Context: an optimization exercise on an open-source flow, tuned for small area, a short achievable clock period and few clock cycles. The choices shown serve that exercise and are no tape-out recipe.
At most, simulation tests tie the RTL to the original design; equivalence was not proved.
No activity file was given, so power comes from the tool's default toggle rates.

==> inputs of run a <==
==> flow/design.v (excerpt) <==
module wirecodec (
    input             clk,
    input             rst,
    input             cmd_valid,
    output            cmd_ready,
    input      [15:0] cmd_word,
    input      [31:0] cmd_arg,
    input      [15:0] cmd_len,
    input             din_valid,
    output            din_ready,
    input       [7:0] din_data,
    output            dout_valid,
    input             dout_ready,
    output      [7:0] dout_data,
    output            rsp_valid,
    input             rsp_ready,
    output      [3:0] rsp_status,
    output     [31:0] rsp_rval,
    output     [11:0] mem_raddr,
    input       [7:0] mem_rdata,
    output            mem_we,
    output     [11:0] mem_waddr,
    output      [7:0] mem_wdata
);
Settings: LEC_CHECK=0, ABC_AREA=1, CAP_MARGIN=20, CORE_MARGIN=2, CORE_UTILIZATION=40, SLEW_MARGIN=20; clock period 8.0 ns.
run.sh (not shown) runs the stock make flow with config.mk's settings and CLKGATE_MAP_FILE= SYNTH_SCRIPT=/design/flow/synth_recipe.tcl, a recipe that flattens the netlist after the stock synthesis.
==> run b (differences from run a) <==
ABC_AREA = default   (was 1)
SETUP_SLACK_MARGIN = 4.5   (was default)
==> run c (differences from run a) <==
ABC_AREA = default   (was 1)
==> qor summary <==
metric	run a	run c	run b
Wire per inst	26.1 um	28.0 um	29.5 um
Cells after Synth	2,445	1,958	1,958
Instance count after placement with tap cells included	3,018	2,470	2,462
Result of the run	complete, no violations	complete, no violations	complete, no violations
Worst reg2reg startpoint	soff[2]$_SDFFE_PP0P_	soff[1]$_SDFFE_PP0P_	rem[5]$_DFFE_PP_
Worst-Skew Late Latency	0.48 ns	0.46 ns	0.46 ns
Switch share	28.6%	49.2%	49.5%
Static Leak	8.00 nW	5.68 nW	6.95 nW
Detailed-routing iteration count for the pre-antenna-repair pass	5	6	9
Drt first-iter violations	2,250	2,696	2,977
Placed wire-length estimate after detailed placement	64,600 um	53,800 um	55,600 um
Clock-pin transition on the worst setup and hold timing paths	0.06 ns	0.07 ns	0.07 ns
Share of total power in sequential cells	42.1%	24.0%	20.9%
Distinct cell type count after synthesis	69	91	91
Class of the most critical setup path	reg2out	reg2reg	in2reg
Max Used Layer	met5	met4	met5
Time the final worst path needs with I/O delays and setup	5.31 ns	5.92 ns	4.72 ns
Area share of and/or/nand/nor cells after synthesis	38.8%	26.7%	26.7%
Post-Synth Adder-Cell Area	5.42%	5.73%	5.73%
Worst-case headroom to the max-slew limit	31.3%	25.3%	22.2%
Testbench counts of run a, summed over its fixed seeds: cycles 334,954.
Testbench counts of run b, summed over its fixed seeds: cycles 334,954.
Testbench counts of run c, summed over its fixed seeds: cycles 334,954.

========
==> 08-24 <==
Another version of the RTL of wirecodec (not shown whole).
// wirecodec
module wirecodec (
    input             clk,
    input             rst,
    input             cmd_valid,
    output            cmd_ready,
    input      [15:0] cmd_word,
    input      [31:0] cmd_arg,
    input      [15:0] cmd_len,
    input             din_valid,
    output            din_ready,
    input       [7:0] din_data,
    output            dout_valid,
    input             dout_ready,
    output      [7:0] dout_data,
    output            rsp_valid,
    input             rsp_ready,
    output      [3:0] rsp_status,
    output     [31:0] rsp_rval,
    output     [11:0] mem_raddr,
    input       [7:0] mem_rdata,
    output            mem_we,
    output     [11:0] mem_waddr,
    output      [7:0] mem_wdata
);
export LEC_CHECK = 0
export ABC_AREA = 1
export CAP_MARGIN = 20
export CORE_MARGIN = 2
export CORE_UTILIZATION = 40
export SETUP_SLACK_MARGIN = 4.6
export SLEW_MARGIN = 20
create_clock -name core_clock -period 8.0 [get_ports {clk}]
standard.sh (not shown) runs the stock make flow with config.mk's settings and CLKGATE_MAP_FILE= SYNTH_SCRIPT=/design/flow/synth_recipe.tcl, a recipe that flattens the netlist after the stock synthesis.
==> flow/flow/run.sh <==
#!/bin/bash
# Standard ORFS layout (standard.sh), with the port buffers made from
# sky130_fd_sc_hd__buf_2 instead of the resizer's default choice.
set -euo pipefail
export BUFFER_PORTS_ARGS="-buffer_cell sky130_fd_sc_hd__buf_2"
bash standard.sh > standard_flow.log 2>&1
==> inputs of 10-10, as changes to 08-24 <==
--- a/flow/design.v
+++ b/flow/design.v
@@ -70,44 +70,40 @@
     localparam S_RD2  = 4'd9;
     localparam S_RDS  = 4'd10;    
     localparam S_DOUT = 4'd11;    
     localparam S_POST = 4'd12;    
     localparam S_RSP  = 4'd13;
     localparam S_POST1= 4'd14;    
     localparam S_DEC  = 4'd15;    
-    reg [15:0] st;         
+    reg  [3:0] st;
     reg  [5:0] op;
     reg        rr, vv;
     reg  [2:0] ix;
     reg [15:0] rem;        
     reg [10:0] dp;         
     reg [10:0] rp;         
     reg [11:0] tmp;        
     reg  [1:0] rs;         
     reg        infl;       
     reg        ph;         
     reg        fa_q, ft_q;   
+    reg        r1;         
+    reg        shrt;       
     reg        we_r;
     reg [11:0] wa_r;
     reg  [7:0] wd_r;
     reg  [7:0] dreg;
     reg        dv;
     reg  [1:0] fs0, fs1;
     reg        v0, v1;
     reg        fmt, sact;
     reg [10:0] soff;
     reg  [3:0] stat;
     wire [1:0] scr = fs0 ^ fs1 ^ 2'b11;
     wire [1:0] fsr = rr ? fs1 : fs0;
-    function [15:0] oh;
-        input [3:0] i;
-        begin
-            oh = 16'd1 << i;
-        end
-    endfunction
     function [11:0] fa;
         input [1:0]  s;
         input [10:0] p;
         begin
             fa = p[10] ? {5'b11111, s, p[4:0]} : {s, p[9:0]};
         end
     endfunction
@@ -127,15 +123,15 @@
     wire in_reserved = (in_op == 6'h07) || (in_op >= 6'h1F);
     wire in_illegal  = in_reserved || (cmd_word[7:3] != 5'd0) ||
                        (cmd_word[9] && !in_uses_r) ||
                        (cmd_word[8] && !in_uses_v) ||
                        ((cmd_word[2:0] != 3'd0) && !in_uses_idx);
     wire in_r = cmd_word[9];
     wire [1:0] in_fsr = in_r ? fs1 : fs0;
-    wire idle = st[S_IDLE];
+    wire idle = (st == S_IDLE);
     wire [5:0] in_opx = in_illegal ? 6'h07 : in_op;
     function [10:0] din_start;
         input [5:0] o;
         begin
             case (o)
                 OP_MAKE, OP_CFG_SET_ADDR, OP_SET_DST: din_start = 11'd8;
                 OP_SET_PAYLOAD:                       din_start = 11'd20;
@@ -153,50 +149,50 @@
     wire d_wen   = d_writer && d_below;
     wire [1:0] wslot = (op == OP_CFG_SET_ADDR) ? 2'd3 :
                        ((op == OP_SET_SRC) || (op == OP_SET_DST) ||
                         (op == OP_SET_PAYLOAD)) ? fsr : scr;
     wire d_jump  = (op == OP_NEW) || (op == OP_MAKE);
     wire [10:0] dp_inc = dp + 11'd1;
     wire [10:0] dp_adv = (d_jump && dp == 11'd15) ? 11'd20 : dp_inc;
-    wire din_fire = st[S_DIN] && din_valid;
+    wire din_fire = (st == S_DIN) && din_valid;
     wire [10:0] dp_after = d_wen ? dp_adv : dp;
     wire [10:0] lenv     = dp - 11'd20;       
     assign mem_raddr = fa(rs, rp);
     reg [7:0] wd_n;
     always @(*) begin
-        case (1'b1)
-            st[S_IDLE]: wd_n = (in_op == OP_MAKE) ? 8'd0 : clamp8(cmd_arg);
-            st[S_DIN]:  wd_n = din_data;
-            st[S_HDR]:  wd_n = (rp[1:0] == 2'd1) ? 8'd0 :
+        case (st)
+            S_IDLE: wd_n = (in_op == OP_MAKE) ? 8'd0 : clamp8(cmd_arg);
+            S_DIN:  wd_n = din_data;
+            S_HDR:  wd_n = (rp[1:0] == 2'd1) ? 8'd0 :
                            (rp[1:0] == 2'd2) ? {5'd0, lenv[10:8]} : lenv[7:0];
-            st[S_COPY], st[S_CMP]: wd_n = mem_rdata;
-            st[S_RD2]: begin
+            S_COPY, S_CMP: wd_n = mem_rdata;
+            S_RD2: begin
                 wd_n = mem_rdata;
                 wd_n[3'd7 - ix] = vv;
             end
-            st[S_DOUT]: wd_n = dreg;
-            default: wd_n = (st[S_PAD] || dp < 11'd16) ? 8'h20 : 8'h00;
+            S_DOUT: wd_n = dreg;
+            default: wd_n = (st == S_PAD || dp < 11'd16) ? 8'h20 : 8'h00;
         endcase
     end
     reg  [1:0] wa_s;
     reg [10:0] wa_p;
     always @(*) begin
         wa_s = scr;
         wa_p = dp;
-        case (1'b1)
-            st[S_INIT]: wa_s = tmp[1:0];
-            st[S_IDLE]: begin
+        case (st)
+            S_INIT: wa_s = tmp[1:0];
+            S_IDLE: begin
                 wa_s = (in_op == OP_CFG_SET_PORT) ? 2'd3 :
                        (in_op == OP_NEW || in_op == OP_MAKE) ? scr : in_fsr;
                 wa_p = (in_op == OP_MAKE || in_op == OP_SET_FLAGS) ? 11'd17 : 11'd16;
             end
-            st[S_DIN], st[S_PAD]: wa_s = wslot;
-            st[S_HDR]:  begin wa_s = wslot; wa_p = rp; end
-            st[S_COPY]: wa_p[3] = 1'b0;
-            st[S_RD2]:  begin wa_s = rs; wa_p = 11'd17; end
+            S_DIN, S_PAD: wa_s = wslot;
+            S_HDR:  begin wa_s = wslot; wa_p = rp; end
+            S_COPY: wa_p[3] = 1'b0;
+            S_RD2:  begin wa_s = rs; wa_p = 11'd17; end
             default: ;
         endcase
     end
     wire o_fire  = dv && dout_ready;
     wire o_stall = dv && !dout_ready;
     wire o_lenop = (op == OP_ENCODE) || (op == OP_XNEXT);
     reg [15:0] rem_o;
@@ -211,18 +207,18 @@
     wire [10:0] pl      = tmp[10:0];
     wire        p_cmp   = ({5'd0, pl} <= rem);
     wire        p_ok    = !tmp[11] && !(pl[10] && |pl[9:0]) &&
                           (dp > 11'd20 ? ph : (dp == 11'd20 && p_cmp));
     wire        c_eq    = (wd_r == mem_rdata);
     wire        x_ok  = !ft_q && !rem[11] && (rem[10:0] <= tmp[10:0]);
     assign cmd_ready  = idle;
-    assign din_ready  = st[S_DIN];
+    assign din_ready  = (st == S_DIN);
     assign dout_valid = dv;
     assign dout_data  = dreg;
-    assign rsp_valid  = st[S_RSP];
+    assign rsp_valid  = (st == S_RSP);
     assign rsp_status = stat;
     assign rsp_rval   = {20'd0, tmp};
     assign mem_we     = we_r;
     assign mem_waddr  = wa_r;
     assign mem_wdata  = wd_r;
     task setup;
         input [10:0] dpa;
@@ -247,267 +243,270 @@
                 sact <= 1'b0;
             if (op == OP_NEW || op == OP_MAKE) begin
                 if (rr) v1 <= 1'b1; else v0 <= 1'b1;
             end
             begin
                 case (op)
                 OP_CFG_SET_ADDR, OP_SET_DST:
-                    st <= oh((dpa < 11'd16) ? S_PAD : S_RSP);
+                    st <= shrt ? S_PAD : S_RSP;
                 OP_SET_SRC:
-                    st <= oh((dpa < 11'd8) ? S_PAD : S_RSP);
+                    st <= shrt ? S_PAD : S_RSP;
                 OP_NEW, OP_MAKE, OP_SET_PAYLOAD: begin
-                    if (dpa < 11'd16) begin
-                        st <= oh(S_PAD);
+                    if (shrt && op != OP_SET_PAYLOAD) begin
+                        st <= S_PAD;
                     end else begin
-                        st  <= oh(S_HDR);
+                        st  <= S_HDR;
                         rp  <= (op == OP_NEW) ? 11'd17 : 11'd18;
                     end
                 end
-                OP_DECODE: st <= oh(S_POST);
-                OP_RX:     st <= oh(n0 ? S_RSP : S_POST);
+                OP_DECODE: st <= S_POST;
+                OP_RX:     st <= n0 ? S_RSP : S_POST;
                 OP_MATCH: begin
-                    st <= oh(S_CMP); rs <= fsr; rp <= 11'd8; ph <= 1'b0;
+                    st <= S_CMP; rs <= fsr; rp <= 11'd8; ph <= 1'b0;
                     infl <= 1'b0; fa_q <= 1'b1;
                 end
                 OP_CFG_GET_ADDR, OP_GET_SRC, OP_GET_DST, OP_ENCODE: begin
-                    st <= oh(S_DOUT); dp <= 11'd0; infl <= 1'b0; dv <= 1'b0;
+                    st <= S_DOUT; dp <= 11'd0; infl <= 1'b0; dv <= 1'b0;
                     rs  <= (op == OP_CFG_GET_ADDR) ? 2'd3 : fsr;
                     rp  <= (op == OP_GET_DST || op == OP_CFG_GET_ADDR) ? 11'd8 : 11'd0;
                     rem <= (op == OP_ENCODE) ? 16'd20 : 16'd8;
                 end
                 OP_GET_PORT, OP_GET_FLAGS, OP_GET_FLAG, OP_SET_FLAG,
                 OP_CFG_GET_PORT, OP_XBEGIN: begin
-                    st <= oh(S_RD1);
+                    st <= S_RD1;
                     rs <= (op == OP_CFG_GET_PORT) ? 2'd3 :
                           (op == OP_XBEGIN) ? fs0 : fsr;
                     rp <= (op == OP_GET_PORT || op == OP_CFG_GET_PORT) ? 11'd16 : 11'd17;
                 end
                 OP_GET_LEN, OP_GET_PAYLOAD: begin
-                    st <= oh(S_RDS); rs <= fsr; dp <= 11'd0; rp <= 11'd18;
+                    st <= S_RDS; rs <= fsr; dp <= 11'd0; rp <= 11'd18;
                 end
                 OP_XNEXT: begin
                     if (sact) begin
-                        st <= oh(S_RDS); rs <= fs0; dp <= 11'd0; rp <= soff + 11'd38;
+                        st <= S_RDS; rs <= fs0; dp <= 11'd0; rp <= soff + 11'd38;
                     end else begin
-                        st <= oh(S_RSP);
+                        st <= S_RSP;
                     end
                 end
-                default: st <= oh(S_RSP);
+                default: st <= S_RSP;
                 endcase
             end
         end
     endtask
     always @(posedge clk) begin
         we_r <= 1'b0;
         wa_r <= fa(wa_s, wa_p);
-        if (!st[S_CMP] || ph) wd_r <= wd_n;
-        if (st[S_DIN] || st[S_POST]) begin
+        if (st != S_CMP || ph) wd_r <= wd_n;
+        if (st == S_DIN || st == S_POST) begin
             if (we_r && wa_r[9:3] == 7'd1)  fa_q <= fa_q & c_eq;
             if (we_r && wa_r[9:0] == 10'd16) ft_q <= c_eq;
         end
         if (rst) begin
-            st   <= oh(S_INIT);
+            st   <= S_INIT;
             dp   <= 11'd0;
             tmp  <= 12'd0;
             fs0  <= 2'd0;
             fs1  <= 2'd1;
             v0   <= 1'b0;
             v1   <= 1'b0;
             fmt  <= 1'b0;
             sact <= 1'b0;
             soff <= 11'd0;
             dv   <= 1'b0;
             stat <= ST_OK;
         end else begin
-            unique case (1'b1)
-            st[S_INIT]: begin
+            case (st)
+            S_INIT: begin
                 we_r <= 1'b1;
                 dp   <= dp_inc;
                 if (dp == 11'd19) begin
                     dp <= 11'd0;
-                    if (tmp[1:0] == 2'd3) st <= oh(S_IDLE);
+                    if (tmp[1:0] == 2'd3) st <= S_IDLE;
                     tmp[1:0] <= tmp[0] ? 2'd3 : 2'd1;
                 end
             end
-            st[S_IDLE]: begin
+            S_IDLE: begin
                 if (cmd_valid) begin
                     op   <= in_opx;
                     rr   <= in_r;
                     vv   <= cmd_word[8];
                     ix   <= cmd_word[2:0];
                     rem  <= cmd_len;
+                    r1   <= (cmd_len == 16'd1);
+                    shrt <= (cmd_len < ((in_op == OP_NEW) ? 16'd16 : 16'd8));
                     dp   <= din_start(in_op);
                     rp   <= din_start(in_op);
                     rs   <= 2'd3;
                     fa_q <= 1'b1;
                     ft_q <= 1'b0;
                     tmp  <= 12'd0;
                     if (!in_illegal &&
                         (in_op == OP_CFG_SET_PORT || in_op == OP_NEW ||
                          in_op == OP_MAKE || in_op == OP_SET_PORT ||
                          in_op == OP_SET_FLAGS))
                         we_r <= 1'b1;
-                    st <= oh((cmd_len != 16'd0) ? S_DIN : S_DEC);
+                    st <= (cmd_len != 16'd0) ? S_DIN : S_DEC;
                     if (in_op == OP_XNEXT && cmd_word[9:0] == 10'd0 &&
                         cmd_len == 16'd0 && sact) begin
-                        st <= oh(S_RDS);
+                        st <= S_RDS;
                         stat <= ST_OK;
                         dp <= 11'd1;
                         rs <= fs0;
                         rp <= rp + 11'd1;
                     end
                 end
             end
-            st[S_DEC]: setup(dp, rem == 16'd0);
-            st[S_DIN]: begin
+            S_DEC: setup(dp, rem == 16'd0);
+            S_DIN: begin
                 if (dp == 11'd20) ph <= p_cmp;
                 if (din_valid) begin
                     rem <= rem - 16'd1;
+                    r1  <= (rem == 16'd2);
+                    rp  <= dp_adv;
                     if (d_wen) begin
                         we_r <= 1'b1;
                         dp   <= dp_adv;
-                        rp   <= dp_adv;
                         if (dp == 11'd18) tmp[11:8] <= {|din_data[7:3], din_data[2:0]};
                         if (dp == 11'd19) tmp[7:0]  <= din_data;
                     end
-                    if (rem == 16'd1)
+                    if (r1)
                         setup(dp_after, 1'b0);
                 end
             end
-            st[S_PAD]: begin
+            S_PAD: begin
                 we_r <= 1'b1;
                 dp   <= dp_inc;
                 if (dp_inc == (d_lim8 ? 11'd8 : 11'd16)) begin
                     if (op == OP_NEW || op == OP_MAKE) begin
-                        st  <= oh(S_HDR);
+                        st  <= S_HDR;
                         rp  <= (op == OP_NEW) ? 11'd17 : 11'd18;
                         dp  <= 11'd20;
                     end else begin
-                        st <= oh(S_RSP);
+                        st <= S_RSP;
                     end
                 end
             end
-            st[S_HDR]: begin
+            S_HDR: begin
                 we_r <= 1'b1;
                 rp   <= rp + 11'd1;
                 if (rp[1:0] == 2'd3) begin
                     if (op == OP_MAKE) begin
-                        st   <= oh(S_COPY);
+                        st   <= S_COPY;
                         infl <= 1'b0;
                         rs   <= 2'd3;
                         rp   <= 11'd8;
                     end else begin
                         if (op == OP_NEW) begin
                             if (rr) fs1 <= scr; else fs0 <= scr;
                         end
-                        st <= oh(S_RSP);
+                        st <= S_RSP;
                     end
                 end
             end
-            st[S_COPY]: begin
+            S_COPY: begin
                 rp   <= rp + 11'd1;
                 dp   <= rp;
                 infl <= 1'b1;
                 if (infl) begin
                     we_r <= 1'b1;
                     if (dp == 11'd16) begin
                         if (rr) fs1 <= scr; else fs0 <= scr;
-                        st <= oh(S_RSP);
+                        st <= S_RSP;
                     end
                 end
             end
-            st[S_POST]: begin
+            S_POST: begin
                 if (p_ok) begin
                     if (op == OP_RX && vv && !(fa_q && ft_q)) begin
                         stat <= ST_DISCARD;
                         tmp  <= {8'd0, 1'b1, fa_q & ft_q, ft_q, fa_q};
                     end else begin
                         if (rr) begin fs1 <= scr; v1 <= 1'b1; end
                         else    begin fs0 <= scr; v0 <= 1'b1; sact <= 1'b0; end
                         tmp <= (op == OP_RX) ? {8'd0, 1'b1, fa_q & ft_q, ft_q, fa_q}
                                              : {1'b0, pl};
                     end
-                    st <= oh(S_RSP);
+                    st <= S_RSP;
                 end else begin
                     stat <= ST_EMPTY;
                     tmp  <= 12'd0;
                     dp   <= 11'd0;
-                    st   <= oh(S_FILL);
+                    st   <= S_FILL;
                 end
             end
-            st[S_FILL]: begin
+            S_FILL: begin
                 we_r <= 1'b1;
                 dp   <= dp_inc;
                 if (dp == 11'd19) begin
                     if (op == OP_DECODE) begin
                         if (rr) begin fs1 <= scr; v1 <= 1'b0; end
                         else    begin fs0 <= scr; v0 <= 1'b0; sact <= 1'b0; end
-                        st <= oh(S_RSP);
+                        st <= S_RSP;
                     end else begin
-                        st <= oh(S_CMP); rs <= scr; rp <= 11'd8; ph <= 1'b0;
+                        st <= S_CMP; rs <= scr; rp <= 11'd8; ph <= 1'b0;
                         infl <= 1'b0; fa_q <= 1'b1;
                     end
                 end
             end
-            st[S_CMP]: begin
+            S_CMP: begin
                 if (!ph) begin
                     if (infl) begin
                         if (dp == 11'd16) begin
                             tmp <= {8'd0, (op == OP_MATCH) && (rr ? v1 : v0),
                                     fa_q & c_eq, c_eq, fa_q};
                             if (op == OP_RX) begin
                                 if (vv && !(fa_q && c_eq)) begin
                                     stat <= ST_DISCARD;
                                 end else begin
                                     if (rr) begin fs1 <= scr; v1 <= 1'b0; end
                                     else    begin fs0 <= scr; v0 <= 1'b0; sact <= 1'b0; end
                                 end
                             end
-                            st <= oh(S_RSP);
+                            st <= S_RSP;
                         end else begin
                             fa_q <= fa_q & c_eq;
                         end
                     end
                     ph <= 1'b1;
                     rs <= 2'd3;
                 end else begin
                     rs   <= (op == OP_MATCH) ? fsr : scr;
                     dp   <= rp;
                     rp   <= rp + 11'd1;
                     infl <= 1'b1;
                     ph   <= 1'b0;
                 end
             end
-            st[S_RD1]: st <= oh(S_RD2);
-            st[S_RD2]: begin
+            S_RD1: st <= S_RD2;
+            S_RD2: begin
                 case (op)
                     OP_GET_FLAG: tmp <= {11'd0, mem_rdata[3'd7 - ix]};
                     OP_XBEGIN: begin
                         tmp  <= {11'd0, !fmt && mem_rdata[7]};
                         sact <= !fmt && mem_rdata[7];
                         soff <= 11'd0;
                     end
                     OP_SET_FLAG: begin
                         we_r <= 1'b1;
                     end
                     default: tmp <= {4'd0, mem_rdata};
                 endcase
-                st <= oh(S_RSP);
+                st <= S_RSP;
             end
-            st[S_RDS]: begin
+            S_RDS: begin
                 dp <= dp_inc;
                 rp <= rp + 11'd1;
                 if (op != OP_XNEXT) begin
                     if (dp[1:0] == 2'd1) tmp[11:8] <= {1'b0, mem_rdata[2:0]};
                     if (dp[1:0] == 2'd2) begin
                         tmp[7:0] <= mem_rdata;
                         if (op == OP_GET_LEN || {tmp[10:8], mem_rdata} == 11'd0) begin
-                            st <= oh(S_RSP);
+                            st <= S_RSP;
                         end else begin
-                            st   <= oh(S_DOUT);
+                            st   <= S_DOUT;
                             rem  <= {5'd0, tmp[10:8], mem_rdata};
                             dp   <= 11'd0;
                             infl <= 1'b1;
                             dv   <= 1'b0;
                         end
                     end
                 end else begin
@@ -525,33 +524,33 @@
                         end
                         3'd4: begin
                             tmp[7:0] <= mem_rdata;
                             rem <= {4'd0, rem[11:0] + {1'b0, rp}};
                         end
                         default: begin
                             if (x_ok) begin
-                                st   <= oh(S_DOUT);
+                                st   <= S_DOUT;
                                 dreg <= mem_rdata;
                                 dv   <= 1'b1;
                                 infl <= 1'b1;
                                 rem  <= 16'd20;
                                 dp   <= 11'd0;
                                 tmp  <= {1'b0, soff};
                                 soff <= rem[10:0];
                             end else begin
                                 stat <= ST_END;
                                 sact <= 1'b0;
                                 tmp  <= 12'd0;
-                                st   <= oh(S_RSP);
+                                st   <= S_RSP;
                             end
                         end
                     endcase
                 end
             end
-            st[S_DOUT]: begin
+            S_DOUT: begin
                 if (o_stall) begin
                     if (infl) rp <= rp - 11'd1;
                     infl <= 1'b0;
                 end else begin
                     rp   <= rp + 11'd1;
                     infl <= 1'b1;
                     if (infl && !o_done) begin
@@ -567,22 +566,23 @@
                     if ((op == OP_GET_SRC || op == OP_GET_DST || op == OP_CFG_GET_ADDR) &&
                         dreg != 8'h20)
                         tmp <= {1'b0, dp_inc};
                     if (op == OP_XNEXT) begin
                         we_r <= 1'b1;
                     end
                     if (o_last) begin
-                        st <= oh(S_RSP);
+                        st <= S_RSP;
                         if (op == OP_ENCODE) tmp <= {1'b0, dp_inc};
                         if (op == OP_XNEXT) begin fs1 <= scr; v1 <= 1'b1; end
                     end
                 end
             end
-            st[S_RSP]: begin
+            S_RSP: begin
                 rs <= fs0;
                 rp <= soff + 11'd38;
-                if (rsp_ready) st <= oh(S_IDLE);
+                if (rsp_ready) st <= S_IDLE;
             end
+            default: st <= S_IDLE;
             endcase
         end
     end
 endmodule
CTS_BUF_LIST = sky130_fd_sc_hd__clkbuf_4 sky130_fd_sc_hd__clkbuf_8   (was not set)
CTS_CLUSTER_DIAMETER = 80   (was not set)
CTS_CLUSTER_SIZE = 30   (was not set)
==> run summary <==
simple-gate portion of the synthesized area=0.391; status=timing/DRC/antenna clean; synth unique cells=65; WL per Instance=28.6 um; sequential element share of the synthesized area=0.217; period utilisation layout=0.429; final instance area=0.0165 mm^2; Routed WL=87000 um; post-synthesis compound-gate area fraction=0.198
[end of results for 10-10]
==> run summary <==
period utilisation layout=0.436; Hold Path Class=flip-flop to flip-flop; synth unique cells=71; fin worst setup slack=4510 ps; PostCTS Resize Cnt=17; status=timing/DRC/antenna clean; sequential element share of the synthesized area=0.225; simple-gate portion of the synthesized area=0.366; final instance area=0.0165 mm^2
[end of results for 08-24]
No run of this note included a check of the RTL's function; only the layout flow was run.

## what the ideal ports hide
The results above use ideal ports. As a check the final layouts listed here were re-extracted and re-timed, cells and wires unchanged.
Step 1: set_driving_cell puts a clkbuf_16 on clk and a buf_2 on each other input, an assumption about the parent block.
Step 2, shift: input delay + t, output delay - t, t = (earliest + latest rising clock arrival at the registers) / 2. This alone moves slack from input paths to output paths.
Three values: ideal, step 1, step 2; two values: the first two.
run	t (ns)	setup WS [ns]	cell pins on the clock port's net
run a	0.532	2.693 / 2.637 / 2.786	1
run b	0.506	3.276 / 3.304 / 2.799	1
run c	0.506	2.078 / 2.078 / 1.951	1
08-24	0.515	4.508 / 4.546 / 4.031	1
10-10	0.593	4.567 / 4.543 / 4.094	1
After both steps setup and hold are still met in every run listed.
